Context: an optimization exercise on an open-source flow, tuned for small area, a short achievable clock period and few clock cycles per item. The choices shown serve that exercise and are no tape-out recipe.
In this exercise RTL edits were held to simulation tests only and were not proved equivalent to the original.

Design hsv_unit, start of the top module:
module hsv_unit (
    input  wire        clk,
    input  wire        rst,
    input  wire        in_valid,
    output wire        in_ready,
    input  wire [1:0]  in_op,
    input  wire        in_order,
    input  wire [31:0] in_sat,
    input  wire [7:0]  in_p0,
    input  wire [7:0]  in_p1,
    input  wire [7:0]  in_p2,
    output reg         out_valid,
    input  wire        out_ready,
    output reg  [7:0]  out_p0,
    output reg  [7:0]  out_p1,
    output reg  [7:0]  out_p2
);
For scale: ~3500 cells after synthesis, about 280 flip-flops, about 31000 sq um of cells after synthesis.
clock: 110.0 ns
lec_check: 0
abc_area: 1
cap_margin: 20
core_margin: 2
core_utilization: 65
slew_margin: 20
run.sh (not shown) runs the stock make flow with config.mk's settings and CLKGATE_MAP_FILE= SYNTH_SCRIPT=/design/flow/synth_recipe.tcl, a recipe that flattens the netlist after the stock synthesis.
The starting point went through all stages and came out clean.
Testbench counts at the start, summed over its fixed seeds: cycles 32,040, pixels 32,000.
Rerun with:
--- a/flow/design.v
+++ b/flow/design.v
@@ -99,22 +99,29 @@
 );
     wire [7:0]  ex  = w[30:23];
     wire        lo  = ex < 8'd118;
     wire        hi  = ex > 8'd134;
     wire [4:0]  sh  = 5'd6 - ex[4:0];             
     wire [31:0] pr;
     amac #(8, 24) u_m (.a(s), .b({1'b1, w[22:0]}), .c(24'd0), .y(pr));
     wire [16:0] t   = pr[31:15];
-    wire [16:0] y   = t >> sh;
+    wire [8:0]  y   = t >> sh;
     wire        rb  = y[0];
     wire [7:0]  iv  = y[8:1];
-    wire        ov  = |y[16:9];
-    wire [15:0] msk = (16'd1 << sh) - 16'd1;
-    wire        st  = (|pr[14:0]) | (|(t[15:0] & msk));
+    wire [16:0] po, qo;
+    assign po[16] = t[16];
+    assign qo[0]  = |pr[14:0];
+    genvar j;
+    generate for (j = 0; j < 16; j = j + 1) begin : pf
+        assign po[j]   = po[j+1] | t[j];
+        assign qo[j+1] = qo[j] | t[j];
+    end endgenerate
+    wire        ov  = !sh[4] && !sh[3] && po[5'd9 + {2'b00, sh[2:0]}];
+    wire        st  = qo[sh];
     wire        up  = rb & (st | iv[0]);
     wire        sat = ov | ((iv == 8'hff) & up);
     wire [7:0]  inc = iv + {7'd0, up};
     assign s2 = lo ? 8'd0 : (hi ? {8{|s}} : (sat ? 8'hff : inc));
 endmodule
 module fwd1 (
     input  wire [7:0] r, g, b,
     output wire [7:0] vmax,
@@ -220,31 +227,40 @@
     input  wire [6:0] f,
     input  wire [7:0] s, v,
     input  wire       ord,      
     input  wire       raw,      
     output wire [7:0] o0, o1, o2
 );
     wire [15:0] P;
     amac #(8, 8) u_p (.a(s), .b(v), .c(8'd0), .y(P));
-    wire [7:0] pa, pb;
-    div255 u_pd (.u(P), .q(pa), .m(pb));
-    wire [7:0] p; wire pc;
-    rca #(8) u_ps (.a(v), .b(~pa), .ci(!pb[7]), .s(p), .co(pc));
+    wire [7:0] pz; wire pzc;
+    rca #(8) u_pz (.a(P[7:0]), .b(P[15:8]), .ci(1'b0), .s(pz), .co(pzc));
+    wire pc8  = pzc | (pz == 8'hff);
+    wire pbhi = !pzc ? (pz[7] & (pz != 8'hff)) : (pz >= 8'd127);
+    wire [7:0] pd; wire pdc;
+    rca #(8) u_ps (.a(v), .b(~P[15:8]), .ci(1'b1), .s(pd), .co(pdc));
+    wire [7:0] p = pd - {6'd0, pc8 & pbhi, pc8 ^ pbhi};
     wire [6:0]  w  = i[0] ? f : ~f;
     wire [22:0] M;
     amac #(7, 16) u_x (.a(w), .b(P), .c(i[0] ? 16'd0 : P), .y(M));
-    wire [7:0] xa, xb;
-    div255 u_xd (.u(M[22:7]), .q(xa), .m(xb));
-    wire b127 = (xb == 8'd127);
-    wire gt = xb[7] | (b127 & (M[6:0] > 7'd64));
-    wire eq = b127 & (M[6:0] == 7'd64);
-    wire dn = gt | (eq & (v[0] ^ xa[0]));
-    wire [7:0] x; wire xc;
-    rca #(8) u_xs (.a(v), .b(~xa), .ci(!dn), .s(x), .co(xc));
+    wire [7:0] uh = M[22:15];
+    wire [7:0] ul = M[14:7];
+    wire [6:0] l7 = M[6:0];
+    wire [7:0] z; wire zc;
+    rca #(8) u_z (.a(ul), .b(uh), .ci(1'b0), .s(z), .co(zc));
+    wire c8   = zc | (z == 8'hff);
+    wire b127 = !zc ? (z == 8'd127) : (z == 8'd126);            
+    wire bhi  = !zc ? (z[7] & (z != 8'hff)) : (z >= 8'd127);     
+    wire gt = bhi | (b127 & (l7 > 7'd64));
+    wire eq = b127 & (l7 == 7'd64);
+    wire [7:0] xd; wire xdc;
+    rca #(8) u_xs (.a(v), .b(~uh), .ci(1'b1), .s(xd), .co(xdc));
+    wire dn = gt | (eq & (xd[0] ^ c8));
+    wire [7:0] x = xd - {6'd0, c8 & dn, c8 ^ dn};
     reg [1:0] c0, c1, c2;        
     reg [1:0] cr, cb;
     always @(*) begin
         case (i)
             3'd0:    begin cr = 2'd0; c1 = 2'd1; cb = 2'd2; end
             3'd1:    begin cr = 2'd1; c1 = 2'd0; cb = 2'd2; end
             3'd2:    begin cr = 2'd2; c1 = 2'd0; cb = 2'd1; end
             3'd3:    begin cr = 2'd2; c1 = 2'd1; cb = 2'd0; end
@@ -298,18 +314,18 @@
 );
     reg  stall, rdy;
     reg  v0, v1, v2, v3, sv;
     wire adv  = !stall;
     assign in_ready = rdy;         
     wire acc  = in_valid & adv;
     wire enq  = adv & v3;
     wire deq  = out_valid & out_ready;
-    wire [1:0] n_now  = {1'b0, out_valid} + {1'b0, sv};
-    wire [1:0] n_next = n_now + {1'b0, enq} - {1'b0, deq};
+    wire keep = out_valid & !out_ready;            
+    wire full = keep & (sv | enq);                 
     reg [1:0]  a_op;
     reg        a_ord;
     reg [31:0] a_sat;
     reg [7:0]  a_p0, a_p1, a_p2;
     always @(posedge clk) begin
         if (adv) begin
             a_op <= in_op; a_ord <= in_order; a_sat <= in_sat;
             a_p0 <= in_p0; a_p1 <= in_p1; a_p2 <= in_p2;
@@ -381,20 +397,20 @@
     always @(posedge clk) begin
         if (rst) begin
             v0 <= 1'b0; v1 <= 1'b0; v2 <= 1'b0; v3 <= 1'b0;
             sv <= 1'b0; out_valid <= 1'b0; stall <= 1'b0; rdy <= 1'b1;
         end else begin
             if (adv) begin
                 v0 <= acc; v1 <= v0; v2 <= v1; v3 <= v2;
             end
-            out_valid <= (n_next != 2'd0);
-            sv        <= (n_next == 2'd2);
-            stall     <= (n_next == 2'd2);
-            rdy       <= (n_next != 2'd2);
+            out_valid <= sv | enq | keep;
+            sv        <= full;
+            stall     <= full;
+            rdy       <= !full;
         end
         if (!out_valid || deq) begin
             if (sv) begin
                 out_p0 <= k0; out_p1 <= k1; out_p2 <= k2;
             end else begin
                 out_p0 <= y0; out_p1 <= y1; out_p2 <= y2;
             end
         end
After rerunning: Worst hold slack got worse by 0.039 ns. Routed wire length shrinks by 8.8%. Sequential share of layout area grows by 0.30 points. Worst setup slack improved by 0.83 ns. Global-route usage shrinks by 2.7 points. Final area shrinks by 1.2%. Via count shrinks by 3.3%. Maximum frequency grows by 3.6%. Synthesized area shrinks by 0.63%. Synthesized cell count shrinks by 1.2%. First-iteration DRC count shrinks by 22%.
Testbench counts after the change, summed over its fixed seeds: cycles 32,040, pixels 32,000.

port drivers added, routing unchanged:
No port has a modelled driver above. Below, the same layouts with a new extraction and two added sets of constraints.
Step 1 sets driving cells, clkbuf_16 on the clock port and buf_2 on the other inputs (assumed; they add their load-dependent delay and slew).
Step 2 also shifts input and output timing later by t, the mid clock arrival at the registers, as if the neighbouring blocks saw the same clock.
Three values: ideal ports, drivers, drivers and shift; two values: the first two.
run	t (ns)	setup slack, ns	worst setup path after step 2	clock arrival spread, ns	cell pins on the clock port's net
the first run	0.615	85.672 / 85.672 / 85.672	register to register	0.018 / 0.019	1
the second run	0.647	86.506 / 86.448 / 86.454	input to register	0.054 / 0.054	1
After both steps every run listed still meets setup and hold. The setup slack of the second run, which loses most, moves by -0.058 ns with the drivers and by -0.052 ns with both steps.
